Context: an optimization exercise on an open-source flow, tuned for small area. The choices shown serve that exercise and are no tape-out recipe.
RTL that was checked went through simulation tests only; none was proved equivalent to the original.
Power and IR drop assume default switching activity.

==> flow/design.v (excerpt) <==
module rfm70_dispatch (
    input  wire        clk,
    input  wire        rst,
    input  wire [19:0] settle_cycles,
    input  wire        req_valid,
    output wire        req_ready,
    input  wire [3:0]  req_op,
    input  wire [7:0]  req_arg,
    input  wire [5:0]  req_len,
    output wire        rsp_valid,
    output wire [1:0]  rsp_err,
    output wire        rsp_has_status,
    output wire [7:0]  rsp_status,
    input  wire        buf_we,
    input  wire [4:0]  buf_addr,
    input  wire [7:0]  buf_wdata,
    output wire [7:0]  buf_rdata,
    output wire        spi_cs_n,
    output wire        spi_sck,
    output wire        spi_mosi,
    input  wire        spi_miso,
    input  wire        spi_fault,
    output reg         ce
);
Size: about 1100 cells after synthesis, ~82 I/O pins, ~13000 um2 of cells after synthesis.
==> flow/config.mk <==
export PLATFORM = sky130hd
export DESIGN_NAME = rfm70_dispatch
export DESIGN_NICKNAME = rfm70_dispatch
export VERILOG_FILES = /design/flow/design.v
export SDC_FILE = /design/flow/constraint.sdc
export NUM_CORES = 4
export LEC_CHECK = 0
export ABC_AREA = 1
export CAP_MARGIN = 20
export CORE_MARGIN = 2
export CORE_UTILIZATION = 60
export PLACE_DENSITY = 0.75
export SLEW_MARGIN = 20
==> flow/constraint.sdc <==
create_clock -name core_clock -period 10.0 [get_ports {clk}]
set_input_delay 2.0000 -clock core_clock [delete_from_list [all_inputs] [get_ports {clk}]]
set_output_delay 2.0000 -clock core_clock [all_outputs]
set_load 0.01 [all_outputs]
standard.sh (not shown) runs the stock make flow with config.mk's settings and CLKGATE_MAP_FILE= SYNTH_SCRIPT=/design/flow/synth_recipe.tcl, a recipe that flattens the netlist after the stock synthesis.
==> flow/flow/run.sh <==
#!/bin/bash
# Own layout flow: the standard layout (standard.sh, ORFS) with
#  - the payload buffer's read mux and write decoder (module rfm70_bufport,
#    combinational) black-boxed during synthesis and replaced, before the
#    design is flattened, by the hand-mapped netlist flow/bufport_gates.v
#    (own_synth.tcl is synth_recipe.tcl with that step added);
#  - an area-oriented ABC script for the rest of the combinational logic:
#    the synthesis is run (NUM_CORES at a time) with each script in
#    flow/abc/ and the smallest netlist is kept (registers are mapped by the
#    same dfflibmap step before ABC runs, so they keep the standard
#    synthesis's names and cell types; some scripts use ABC's time-limited
#    &deepsyn, so the kept synthesis results are used as they are, not made
#    again);
#  - the smallest buffer on each port;
#  - a clock tree of a few large clock buffers, without dummy loads.
# Each tool run's output goes to a log file of its own in this folder.
set -euo pipefail
W=$(pwd)
JOBS=${NUM_CORES:-4}
syn() {  # syn NAME: synthesis with flow/abc/NAME.script in orfs_try_NAME
  local s=$1
  rm -rf "$W/scripts_try_$s" "$W/orfs_try_$s"
  cp -r "$FLOW_HOME/scripts" "$W/scripts_try_$s"
  cp "$W/flow/abc/$s.script" "$W/scripts_try_$s/abc_area.script"
  bash standard.sh SCRIPTS_DIR="$W/scripts_try_$s" WORK_HOME="$W/orfs_try_$s" \
    SYNTH_SCRIPT="$W/flow/own_synth.tcl" SYNTH_BLACKBOXES=rfm70_bufport \
    OWN_BUFPORT_V="$W/flow/bufport_gates.v" synth > "$W/synth_try_$s.log" 2>&1
}
names=()
for f in "$W"/flow/abc/*.script; do names+=("$(basename "$f" .script)"); done
running=0
for s in "${names[@]}"; do
  syn "$s" &
  running=$((running + 1))
  if (( running >= JOBS )); then wait -n || true; running=$((running - 1)); fi
done
wait || true

best=""; best_area=""
for s in "${names[@]}"; do
  a=$(grep -o "Chip area for module '.rfm70_dispatch': [0-9.]*" \
        "$W"/orfs_try_$s/reports/*/rfm70_dispatch/base/synth_stat.txt 2>/dev/null | awk '{print $NF}' || true)
  if [[ -z "$a" || ! -f "$W/orfs_try_$s/results/sky130hd/rfm70_dispatch/base/1_synth.odb" ]]; then
    echo "abc script $s: failed" >> "$W/synth_tries.log"; continue
  fi
  echo "abc script $s: area $a (without rfm70_bufport)" >> "$W/synth_tries.log"
  if [[ -z "$best_area" ]] || awk -v a="$a" -v b="$best_area" 'BEGIN{exit !(a<b)}'; then
    best=$s; best_area=$a
  fi
done
echo "chosen: $best ($best_area)" >> "$W/synth_tries.log"
rm -rf "$W/orfs" "$W/scripts_own"
mv "$W/orfs_try_$best" "$W/orfs"
mv "$W/scripts_try_$best" "$W/scripts_own"
rm -rf "$W"/orfs_try_* "$W"/scripts_try_*

CTS="-sink_clustering_enable -repair_clock_nets -dont_use_dummy_load"
CTS="$CTS -buf_list sky130_fd_sc_hd__clkbuf_16 -sink_clustering_size 28 -sink_clustering_max_diameter 90"
bash standard.sh SCRIPTS_DIR="$W/scripts_own" \
  SYNTH_SCRIPT="$W/flow/own_synth.tcl" SYNTH_BLACKBOXES=rfm70_bufport \
  OWN_BUFPORT_V="$W/flow/bufport_gates.v" \
  BUFFER_PORTS_ARGS="-buffer_cell sky130_fd_sc_hd__buf_1" \
  CTS_ARGS="$CTS" \
  finish > "$W/flow_make.log" 2>&1
==> flow/flow/abc/e4.script <==
strash
dch -f
amap
strash
dch -f
map -a
strash
dch -f
amap
strash
dch -f
map -a
strash
dch -f
amap
strash
dch -f
map -a
strash
dch -f
amap
topo
Other scripts of this flow, unchanged in this note and not shown: flow/flow/bufport_gates.v, flow/flow/own_synth.tcl
The first run ran to the end with no violations.
Next try:
==> flow/flow/abc/d3.script (new file) <==
strash
dch -f
map -a
strash
dch -f
map -a
strash
dch -f
map -a
strash
dch -f
map -a
strash
dch -f
map -a
strash
dch -f
map -a
strash
dch -f
amap
topo
==> flow/flow/abc/e1.script (new file) <==
strash
dch -f
map -a
strash
dch -f
map -a
strash
dch -f
map -a
strash
dch -f
map -a
strash
dch -f
map -a
strash
dch -f
map -a
strash
dch -f
map -a
strash
dch -f
map -a
strash
dch -f
amap
topo
==> flow/flow/abc/f2.script (new file) <==
strash
dch -f
map -a
strash
&get -n
&deepsyn -T 60
&put
dch -f
map -a
strash
dch -f
amap
topo
==> flow/flow/abc/f2s1.script (new file) <==
strash
dch -f
map -a
strash
&get -n
&deepsyn -T 60 -S 1
&put
dch -f
map -a
strash
dch -f
amap
topo
==> flow/flow/abc/f2s2.script (new file) <==
strash
dch -f
map -a
strash
&get -n
&deepsyn -T 60 -S 2
&put
dch -f
map -a
strash
dch -f
amap
topo
==> flow/flow/abc/f2s3.script (new file) <==
strash
dch -f
map -a
strash
&get -n
&deepsyn -T 90 -S 3
&put
dch -f
map -a
strash
dch -f
amap
topo
==> flow/flow/abc/f2s4.script (new file) <==
strash
dch -f
map -a
strash
&get -n
&deepsyn -T 90 -S 4
&put
dch -f
map -a
strash
dch -f
amap
topo
==> flow/flow/abc/f2s5.script (new file) <==
strash
dch -f
map -a
strash
&get -n
&deepsyn -T 90 -S 5
&put
dch -f
map -a
strash
dch -f
amap
topo
What happened: Clock-buffer cell count fell by 1; sequential power went down by about 12%; fmax climbs by about 7%; power falls by 21%; sequential cell count stays the same; combinational power is lower by about 34%; wire length went down by about 8%; synthesized area goes down by about 1.6%; design area drops by 1.7%; cell count drops by 3.6%; sequential share of layout area came out higher by 1.1 points.
Next try:
Settings changed: GPL_ROUTABILITY_DRIVEN set to 0, GPL_TIMING_DRIVEN set to 0.
removed: flow/flow/abc/d3.script
removed: flow/flow/abc/e1.script
removed: flow/flow/abc/f2.script
removed: flow/flow/abc/f2s1.script
removed: flow/flow/abc/f2s2.script
removed: flow/flow/abc/f2s3.script
removed: flow/flow/abc/f2s4.script
removed: flow/flow/abc/f2s5.script
=> Routed wire length goes up by 2.9%. Setup slack gets worse by 1100 ps. Non-clock buffer count decreases by 7. Via count increases by 5.8%. First-iteration DRC count came out higher by 16%. Clock skew goes up by 36 ps. Sequential share of layout area goes down by 1.1 points.
Next try:
==> flow/flow/abc/L12.script (new file) <==
strash
dch -f
map -a
strash
&get -n
&deepsyn -T 120 -S 12
&put
dch -f
map -a
strash
dch -f
amap
topo
==> flow/flow/abc/L3.script (new file) <==
strash
dch -f
map -a
strash
&get -n
&deepsyn -T 120 -S 3
&put
dch -f
map -a
strash
dch -f
amap
topo
==> flow/flow/abc/L4.script (new file) <==
strash
dch -f
map -a
strash
&get -n
&deepsyn -T 120 -S 4
&put
dch -f
map -a
strash
dch -f
amap
topo
==> flow/flow/abc/L6.script (new file) <==
strash
dch -f
map -a
strash
&get -n
&deepsyn -T 120 -S 6
&put
dch -f
map -a
strash
dch -f
amap
topo
==> flow/flow/abc/L8.script (new file) <==
strash
dch -f
map -a
strash
&get -n
&deepsyn -T 120 -S 8
&put
dch -f
map -a
strash
dch -f
amap
topo
==> flow/flow/abc/f2.script (new file) <==
strash
dch -f
map -a
strash
&get -n
&deepsyn -T 60
&put
dch -f
map -a
strash
dch -f
amap
topo
==> flow/flow/abc/f2s3.script (new file) <==
strash
dch -f
map -a
strash
&get -n
&deepsyn -T 90 -S 3
&put
dch -f
map -a
strash
dch -f
amap
topo
Settings changed: GPL_ROUTABILITY_DRIVEN 0 to not set, GPL_TIMING_DRIVEN 0 to not set.
What happened: The new run finished clean; count of clock-buffer cells in the layout is unchanged; synthesized cell count went down by 4.4%; clock power went down by about 1%; cell area went down by 1.7%.
Next try:
Settings changed: CAP_MARGIN 20 to 5, SLEW_MARGIN 20 to 5.
removed: flow/flow/abc/L12.script
removed: flow/flow/abc/L3.script
removed: flow/flow/abc/L4.script
removed: flow/flow/abc/L6.script
removed: flow/flow/abc/L8.script
removed: flow/flow/abc/e4.script
removed: flow/flow/abc/f2.script
Count of clock-buffer cells in the layout drops by 1; global-route usage rose by 2.9 points; clock power came out lower by about 2%; utilization hardly moves.

* * *

## before
Another version of the RTL of rfm70_dispatch (not shown whole).
Size: ~1600 cells after synthesis, about 82 I/O pins.
==> flow/config.mk <==
export PLATFORM = sky130hd
export DESIGN_NAME = rfm70_dispatch
export DESIGN_NICKNAME = rfm70_dispatch
export VERILOG_FILES = /design/flow/design.v
export SDC_FILE = /design/flow/constraint.sdc
export NUM_CORES = 4
export LEC_CHECK = 0
export ABC_AREA = 1
export CAP_MARGIN = 20
export CORE_MARGIN = 2
export CORE_UTILIZATION = 40
export CTS_BUF_LIST = sky130_fd_sc_hd__clkbuf_8
export CTS_CLUSTER_SIZE = 30
export SLEW_MARGIN = 20
==> flow/constraint.sdc <==
create_clock -name core_clock -period 10.0 [get_ports {clk}]
set_input_delay 2.0000 -clock core_clock [delete_from_list [all_inputs] [get_ports {clk}]]
set_output_delay 2.0000 -clock core_clock [all_outputs]
set_load 0.01 [all_outputs]
run.sh (not shown) runs the stock make flow with config.mk's settings and CLKGATE_MAP_FILE= SYNTH_SCRIPT=/design/flow/synth_recipe.tcl, a recipe that flattens the netlist after the stock synthesis.
Stock flow here: none of the scripts above is used.
before: all stages complete, timing, DRC and antenna checks passed
Setup changes, before to after
- CTS_CLUSTER_SIZE: 30 -> unset
- CTS_BUF_LIST: sky130_fd_sc_hd__clkbuf_8 -> unset
==> flow/flow/run.sh (new file) <==
#!/bin/bash
# Own layout flow: the standard layout (standard.sh, ORFS), with
#  - an area-oriented ABC script for the combinational mapping (the
#    registers are mapped by the same dfflibmap step as the standard
#    synthesis, so they keep their names and cell types),
#  - the smallest buffer on each port,
#  - a clock tree of small clock buffers without dummy loads.
# Every tool's output goes to a log file of its own in this folder.
set -euo pipefail
W=$(pwd)
rm -rf "$W/scripts_own"
cp -r "$FLOW_HOME/scripts" "$W/scripts_own"
cp "$W/flow/abc_area.script" "$W/scripts_own/abc_area.script"
CTS="-sink_clustering_enable -repair_clock_nets -dont_use_dummy_load -buf_list sky130_fd_sc_hd__clkbuf_8 -sink_clustering_size 30"
bash standard.sh \
  SCRIPTS_DIR="$W/scripts_own" \
  BUFFER_PORTS_ARGS="-buffer_cell sky130_fd_sc_hd__buf_1" \
  CTS_ARGS="$CTS" \
  finish > "$W/flow_make.log" 2>&1
==> flow/flow/abc_area.script (new file) <==
strash
dch -f
map -a
strash
dch -f
map -a
strash
dch -f
map -a
topo
==> flow/standard.sh (new file) <==
#!/bin/bash
# synth_recipe.tcl (not shown) runs the flow's synth.tcl, then flattens the netlist and writes it again
# the make line also repeats each setting of config.mk as NAME=value (left out here)
make -C /OpenROAD-flow-scripts/flow DESIGN_CONFIG=/design/flow/config.mk WORK_HOME=/design/flow/orfs CLKGATE_MAP_FILE= SYNTH_SCRIPT=/design/flow/synth_recipe.tcl "${@:-finish}"
removed: flow/run.sh
==> comparison <==
Compared with before, in after via density per instance picked up an extra about 10%; design area fell about 9%; routed wire length lost 1400 um; worst slack at placement grew by 220 ps.
When the final numbers for before and after were put side by side, the part of the total power dissipated in the clock network turned out to be greater in after.
Function was not checked in any run of this note: the RTL went through the layout flow alone.

==> what the ideal ports hide <==
How much do the figures lean on ideal ports? The routed layouts below were timed once more, with nothing changed but the port constraints.
Step 1 (the two cells are an assumption about what drives the block):
set clk [get_ports {clk}]
set_driving_cell -lib_cell sky130_fd_sc_hd__clkbuf_16 $clk
set_driving_cell -lib_cell sky130_fd_sc_hd__buf_2 [delete_from_list [all_inputs] $clk]
Step 2 also shifts input and output timing later by t, the mid clock arrival at the registers, as if the neighbouring blocks saw the same clock.
Three values: no drivers, after step 1, after step 2; two values: the first two.
run	t (ns)	slack for setup (ns)	hold WS [ns]
the first run of note 1	0.535	1.597 / 1.545 / 1.992	0.450 / 0.450 / 0.450
the second run of note 1	0.533	2.124 / 2.076 / 2.115	0.461 / 0.461 / 0.461
the third run of note 1	0.538	1.008 / 0.963 / 1.501	0.458 / 0.458 / 0.458
the fourth run of note 1	0.538	2.333 / 2.307 / 2.307	0.444 / 0.444 / 0.444
the fifth run of note 1	0.546	1.841 / 1.813 / 1.813	0.469 / 0.469 / 0.469
before	0.689	2.716 / 2.687 / 2.687	0.450 / 0.450 / 0.450
after	0.619	2.933 / 2.908 / 2.908	0.432 / 0.432 / 0.432
After both steps every run listed still meets setup and hold. For before, which loses most, drivers alone change the setup slack by -0.029 ns; drivers and shift together by -0.029 ns.
